Source: an optimization exercise on an open RTL-to-GDS flow (aim: small area, a short achievable clock period and few clock cycles). Production flows keep margins and buffers that such runs may drop.
The RTL was checked by simulation tests, not by an equivalence proof against the original design.
No activity file was given, so power comes from the tool's default toggle rates.

--- design.v ---
module bbt_feistel (
    input  wire         clk,
    input  wire         rst,
    input  wire         cmd_valid,
    output wire         cmd_ready,
    input  wire [2:0]   cmd_op,
    input  wire [31:0]  cmd_arg,
    input  wire [31:0]  cmd_a,
    input  wire [31:0]  cmd_b,
    input  wire [127:0] cmd_fkey,
    output reg          done,
    output reg          err,
    output wire [31:0]  out_a,
    output wire [31:0]  out_b,
    output reg          emit,
    output reg  [12:0]  kr_raddr,
    input  wire [31:0]  kr_rdata,
    output wire         kr_we,
    output wire [12:0]  kr_waddr,
    output wire [31:0]  kr_wdata
);
    localparam OP_KEY_COPY   = 3'd0;
    localparam OP_KEY_XOR    = 3'd1;
    localparam OP_DESCRAMBLE = 3'd2;
    localparam OP_BLOCK_ENC  = 3'd3;
    localparam OP_BLOCK_DEC  = 3'd4;
    localparam OP_SFUNC      = 3'd5;
    localparam OP_STREAM_BEG = 3'd6;
    localparam OP_STREAM_PR  = 3'd7;
    localparam S_IDLE = 3'd0;    
    localparam S_CHK  = 3'd1;    
    localparam S_PRO1 = 3'd2;    
    localparam S_PRO2 = 3'd3;    
    localparam S_RND  = 3'd4;    
    localparam S_FIN  = 3'd5;    
    localparam S_XOR  = 3'd6;    
    reg [2:0]   st;
    reg [2:0]   op;
    reg         copied, ready, active;
    reg [9:0]   k1h;             
    reg [10:0]  k2h;             
    reg [28:0]  pairs_left;
    reg [1:0]   pidx;
    reg [2:0]   cyc;             
    reg [3:0]   r;               
    reg [11:0]  cnt;             
    reg         in_k2;
    reg [31:0]  rd, x, y, acc;
    reg [127:0] fk;
    assign cmd_ready = (st == S_IDLE);
    assign out_a = x;
    assign out_b = y;
    wire fwd  = (op == OP_DESCRAMBLE) || (op == OP_BLOCK_ENC);
    wire desc = (op == OP_DESCRAMBLE);
    wire sf   = (op == OP_SFUNC);
    wire [31:0] sum  = acc + rd;
    wire [31:0] xnew = y ^ sum;
    wire [31:0] xpro = x ^ rd;
    function [12:0] tab(input [1:0] t, input [7:0] v);
        tab = {1'b1, 2'b00, t, v};
    endfunction
    function [12:0] key(input f, input [4:0] n);
        key = {8'd0, f ? n : 5'd17 - n};
    endfunction
    wire        len_ok = !acc[0] && acc[15:0] >= 16'd18 && acc[15:0] <= 16'd1024 &&
                         !acc[16] && acc[31:16] >= 16'd1024 && acc[31:16] <= 16'd4096;
    reg         chain;           
    wire        xor_we = (st == S_XOR) && (cnt >= 12'd4);
    wire        dsc_we = desc && ((st == S_FIN) || (st == S_PRO1 && chain));
    wire [11:0] cnt3 = cnt - 12'd4;
    assign kr_we    = xor_we || dsc_we;
    assign kr_wdata = x;
    assign kr_waddr = (st == S_XOR) ? {3'd0, cnt3[9:0]} :
                      {in_k2, cnt[11:1], (st == S_FIN)};
    wire xor_last   = (cnt3[10:0] == {k1h, 1'b1});
    always @(posedge clk) begin
        rd <= kr_rdata;
        if (rst) begin
            st     <= S_IDLE;
            copied <= 1'b0;
            ready  <= 1'b0;
            active <= 1'b0;
            done   <= 1'b0;
            err    <= 1'b0;
        end else begin
            done <= 1'b0;
            fk   <= {fk[31:0], fk[127:32]};
            case (st)
            S_IDLE: begin
                x   <= cmd_a;
                y   <= cmd_b;
                acc <= cmd_arg;
                fk  <= cmd_fkey;
                op  <= cmd_op;
                kr_raddr <= key(cmd_op == OP_DESCRAMBLE || cmd_op == OP_BLOCK_ENC, 5'd0);
                if (cmd_valid) st <= S_CHK;
            end
            S_CHK: begin
                err   <= 1'b0;
                r     <= 4'd0;
                cyc   <= 3'd0;
                cnt   <= 12'd0;
                in_k2 <= 1'b0;
                chain <= 1'b0;
                kr_raddr <= key(fwd, 5'd1);
                case (op)
                OP_KEY_COPY: begin
                    done <= 1'b1;
                    st   <= S_IDLE;
                    if (!len_ok) begin
                        err <= 1'b1;
                    end else begin
                        k1h    <= acc[10:1] - 10'd1;
                        k2h    <= acc[27:17] - 11'd1;
                        copied <= 1'b1;
                        ready  <= 1'b0;
                        active <= 1'b0;
                    end
                end
                OP_STREAM_BEG: begin
                    done <= 1'b1;
                    st   <= S_IDLE;
                    if (!ready || acc[2:0] != 3'd0) begin
                        err <= 1'b1;
                    end else begin
                        pairs_left <= acc[31:3];
                        pidx       <= 2'd0;
                        active     <= (acc[31:3] != 29'd0);
                    end
                end
                default: begin
                    if (op == OP_STREAM_PR ? !active : !copied) begin
                        done <= 1'b1;
                        err  <= 1'b1;
                        st   <= S_IDLE;
                    end else begin
                        case (op)
                        OP_KEY_XOR: begin
                            ready  <= 1'b0;
                            active <= 1'b0;
                            kr_raddr <= 13'd0;
                            cnt    <= 12'd1;
                            st     <= S_XOR;
                        end
                        OP_DESCRAMBLE: begin
                            active <= 1'b0;
                            x      <= 32'd0;
                            y      <= 32'd0;
                            st     <= S_PRO1;
                        end
                        OP_SFUNC: begin
                            x        <= acc;
                            kr_raddr <= tab(2'd2, acc[15:8]);
                            st       <= S_RND;
                        end
                        default: st <= S_PRO1;
                        endcase
                    end
                end
                endcase
            end
            S_PRO1: begin
                st <= S_PRO2;
            end
            S_PRO2: begin
                x        <= (chain && !in_k2 && cnt == 12'd0) ? 32'd0 : xpro;
                kr_raddr <= tab(2'd2, (chain && !in_k2 && cnt == 12'd0) ? 8'd0 : xpro[15:8]);
                if (chain) begin
                    if (!in_k2 && cnt[11:1] == {1'b0, k1h}) begin
                        in_k2 <= 1'b1;
                        cnt   <= 12'd0;
                    end else begin
                        cnt <= cnt + 12'd2;
                    end
                end
                st <= S_RND;
            end
            S_RND: begin
                cyc <= (cyc == 3'd5) ? 3'd0 : cyc + 3'd1;
                case (cyc)
                3'd0: begin
                    y        <= sf ? 32'd0 : y ^ rd;
                    kr_raddr <= tab(2'd1, x[23:16]);
                end
                3'd1: kr_raddr <= tab(2'd3, x[7:0]);
                3'd2: begin
                    acc      <= rd;
                    kr_raddr <= tab(2'd0, x[31:24]);
                end
                3'd3: begin
                    acc      <= acc ^ rd;
                    kr_raddr <= key(fwd, {1'b0, r} + 5'd2);
                end
                3'd4: acc <= sum;
                default: begin
                    x   <= xnew;
                    y   <= x;
                    acc <= 32'd0;
                    r   <= r + 4'd1;
                    kr_raddr <= tab(2'd2, xnew[15:8]);
                    if (sf) begin
                        done <= 1'b1;
                        st   <= S_IDLE;
                    end else if (r == 4'd15) begin
                        kr_raddr <= key(fwd, 5'd0);
                        st       <= S_FIN;
                    end
                end
                endcase
            end
            S_FIN: begin
                x <= xnew;       
                y <= x;
                kr_raddr <= key(fwd, 5'd1);
                r   <= 4'd0;
                cyc <= 3'd0;
                if (desc) begin
                    chain <= 1'b1;
                    st    <= S_PRO1;
                end else begin
                    done <= 1'b1;
                    st   <= S_IDLE;
                    if (op == OP_STREAM_PR) begin
                        emit       <= pidx[1];
                        pidx       <= pidx[1] ? pidx : pidx + 2'd1;
                        pairs_left <= pairs_left - 29'd1;
                        active     <= (pairs_left != 29'd1);
                    end
                end
            end
            S_XOR: begin
                x        <= rd ^ fk[63:32];
                kr_raddr <= {3'd0, cnt[9:0]};
                cnt      <= cnt + 12'd1;
                if (xor_last) begin
                    done <= 1'b1;
                    st   <= S_IDLE;
                end
            end
            default: st <= S_IDLE;
            endcase
            if (st == S_PRO1 && chain && in_k2 && cnt[11:1] == k2h) begin
                ready <= 1'b1;
                done  <= 1'b1;
                st    <= S_IDLE;
            end
        end
    end
endmodule
--- run.sh ---
#!/bin/bash
# synth_recipe.tcl (not shown) runs the flow's synth.tcl, then flattens the netlist and writes it again
# the make line also repeats each setting of config.mk as NAME=value (left out here)
make -C /OpenROAD-flow-scripts/flow DESIGN_CONFIG=/design/flow/config.mk WORK_HOME=/design/flow/orfs CLKGATE_MAP_FILE= SYNTH_SCRIPT=/design/flow/synth_recipe.tcl finish
--- config.mk ---
export PLATFORM = sky130hd
export DESIGN_NAME = bbt_feistel
export DESIGN_NICKNAME = bbt_feistel
export VERILOG_FILES = /design/flow/design.v
export SDC_FILE = /design/flow/constraint.sdc
export NUM_CORES = 4
export LEC_CHECK = 0
export CAP_MARGIN = 20
export CORE_MARGIN = 2
export CORE_UTILIZATION = 40
export SLEW_MARGIN = 20
--- constraint.sdc ---
create_clock -name core_clock -period 8.0 [get_ports {clk}]
set_input_delay 1.6000 -clock core_clock [delete_from_list [all_inputs] [get_ports {clk}]]
set_output_delay 1.6000 -clock core_clock [all_outputs]
set_load 0.01 [all_outputs]
==> flow_summary.yaml <==
yosys:
  syn_area_mm2: 0.0209
  avgSynthCellArea_um2: 11.0
  synth-main-ff-cell: "edfxtp_1"
  async_flop_share: 0
  yosys_warnings: 1
  synth_most_common_cell: "edfxtp_1"
  synth_common_cells: "edfxtp_1 (312), nand2_1 (166), xnor2_1 (134)"
  ys_seq_area_frac: 0.487
  syn_inst: 1892
  synth_edf_count: 312
  synth.largest_area_cell: "edfxtp_1"
  yosysTopAreaCellShare: 0.449
  ys_ff_latch: 352
  yosysUniqueCellTypes: 89
  synth.area.top_cells: "edfxtp_1 (45%), mux2_2 (6.9%), xnor2_1 (5.6%)"
cells_and_area:
  drive_gt1_frac: 0.119
  area_growth_pct: 27.7
  final_cells: 2918
  nFillCells: 4644
  fin_area_mm2: 0.0266
  final_nets: 2518
sta:
  grt_setup_unrepaired: "no"
  max-slew-margin-rel: 0.267
  hold_violations: 0
  finalCritPeriodShare: 0.620
  setup_viol: 0
  max_freq_mhz: 202
  finalMaxSlewViolations: 0
  worst_pin_slew_ns: 1.10
  layout_min_cycle_time_ns: 4.96
  setup_slack_ns: 3.04
  clock-skew-final_ns: 0.0294
  tns_ns: 0
global_route:
  grtUsageTotal: 0.284
  gr-total-overflow: 0
  grt_first_pass_wirelength_mm: 113
  grt_max_degree: 71
  antenna_found_initial: 12
  first_global_vias: 17200
pwr:
  total_power_mw: 6.61
  ir_drop_mv: 0.161
  power.density_mw_per_mm2: 248
  p_leak_nw: 9.50
setup_path:
  startpoint: "cnt[3]$_DFFE_PP_"
  critPathMaxStageDelay_ns: 0.62
  critPathCaptureType: "primary output"
  cp_slowest_cell: "edfxtp_1"
  critical_path_arrival_ns: 3.36
  crit_buf_inv: 2
  required_ns: 6.40
  path_class: "register to primary output"
  crit-reg2reg-launch: "st[1]$_SDFFE_PP0P_"
  crit_path_max_fanout: 10
  critPathLaunchType: "register"
  crit_chain: "inv_1, ha_1, or3b_4, nor3_4, a41oi_1, nand2_1, o21ai_0, clkdlybuf4s50_1"
  cp_top_family: "simple AND/OR/NAND/NOR gates"
detailed_routing:
  drt_iter0_markers: 1754
  ant_nets: 0
  post_drt_wl_per_cell_um: 26.8
  first_pass_iters: 6
  drcViolationCount: 0
  routed_wl_mm: 78.1
  via_per_inst: 5.89
  vias: 17200
placement:
  dpl.hpwl_mm: 58.0
  placed_area_mm2: 0.0252
  place_congestion: 0.942
  io_buffers: 386
  dp_slack_ns: 3.62
  dp.cells: 2839
clock_network:
  clock-sinks: 352
  clkTransAtPathRegs_ns: 0.06
  root_buffer: "clkbuf_16"
  tritoncts: "yes"
  cts_buffer_depth: 3
  ctsResizeCount: 0
  worstSkewPairLatency_ns: 0.59
  cts_buffers: 42
  ctsHoldBuffers: 0
  postCtsSetupBuffers: 0
  htree_levels: 2
floorplanning:
  core-area_mm2: 0.0514
  die_w_um: 232
  dieArea_mm2: 0.0540
  die_h_um: 232
  placementRows: 83
  start_util: 0.406
  num_io_pins: 389
worst_hold_path:
  hp-start: "pidx[1]$_SDFFCE_PN0P_"
  hp-class: "register to register"
job:
  cap_violations: 0
status:
  status: "finished clean"
-- path summary, 6_finish.rpt --
check	endpoint	cells after the start	slack (ns)
min reg2reg	emit$_DFFE_PP_	0	0.51
min	emit$_DFFE_PP_	0	0.51
max	kr_we	8	3.04
max reg2reg	y[11]$_DFFE_PP_	7	4.20
-- state kept, by name, indices dropped and copies added (netlist names), 12 cells and up --
register    flops
y              32
cnt            12
acc            32
rd             32
x              32
fk            128
pairs_left     29
-- where the power goes --
group	switching (mW)	internal (mW)
logic	0.966	0.937
registers	0.331	2.34
clock network	0.809	1.23
-- per-layer routing --
layer	up-vias	GRT usage	wire (um)	share of wire
li1	7725	-	-	-
met1	8462	0.375	32500	0.42
met2	811	0.439	35000	0.45
met3	158	0.0814	7400	0.095
met4	18	0.115	3120	0.040
met5	-	0	119	0.0015
-- layout make-up --
cell class | instances | area, um^2 | area share
flip-flops and latches | 352 | 10200 | 0.382
multi-input cells | 1355 | 9940 | 0.373
repair buffers | 417 | 4100 | 0.154
clock buffers | 57 | 1210 | 0.0455
well taps | 680 | 851 | 0.0319
clock inverters | 19 | 236 | 0.00887
inverters | 35 | 136 | 0.00512
diodes | 3 | 7.51 | 0.000282
-- cells by family after synthesis --
kind of cell               share of synthesized area
other                                       0.000180
AOI/OAI and AO/OA                              0.156
adders and majority gates                     0.0321
xor gates and xnor gates                       0.104
and+or+nand+nor                                0.108
DFF                                            0.487
muxes                                         0.0729
buffers and inverters                         0.0403
-- cells in the final DEF (no fill, tap or decap), types with 16 or more instances in the layout --
cell | netlist | final
clkbuf_16 | 0 | 45
dfxtp_1 | 40 | 40
a221oi_1 | 30 | 30
a222oi_1 | 22 | 22
ha_1 | 52 | 52
inv_1 | 32 | 31
nor3_1 | 33 | 31
edfxtp_1 | 312 | 312
o21ai_0 | 120 | 118
nor2_1 | 117 | 116
xor2_1 | 92 | 92
buf_4 | 35 | 31
nor4_1 | 23 | 23
o221ai_1 | 23 | 23
a21oi_1 | 68 | 66
xnor2_1 | 134 | 134
a22oi_1 | 39 | 39
nand3_1 | 16 | 16
a21o_1 | 26 | 26
clkdlybuf4s50_1 | 0 | 386
o21ai_1 | 24 | 23
nand2_1 | 166 | 166
mux2_2 | 128 | 128
-- per-stage QoR --
| stage | hold WS [ns] | util |
|---|---|---|
| after floorplan | 0.460 | - |
| after global placement | 0.475 | 0.490 |
| after detailed placement | 0.501 | 0.490 |
| after CTS | 0.512 | 0.518 |
| after global routing | 0.537 | 0.518 |
| final | 0.512 | 0.518 |
Testbench counts, summed over its fixed seeds: cycles 507,219.

[re-timing with driven ports]
In the flow no input, the clock included, has a driving cell. The finished layout below was timed again as built, in two steps. Step 1 assumes that a clkbuf_16 drives the clock port and a buf_2 every other input. Step 2 moves the port delays by t, midway between the first and last clock arrival at a register: inputs arrive t later, outputs are due t later. That takes back most of the time a late clock gives input paths. a / b / c = ideal ports / drivers / drivers and shift; a / b = the first two.
t, ns: 0.635
setup slack, ns: 3.040 / 2.978 / 3.612
hold WS [ns]: 0.512 / 0.512 / 0.512
After both steps setup and hold are still met in this run. For this run, drivers alone change the setup slack by -0.062 ns; drivers and shift together by +0.572 ns.
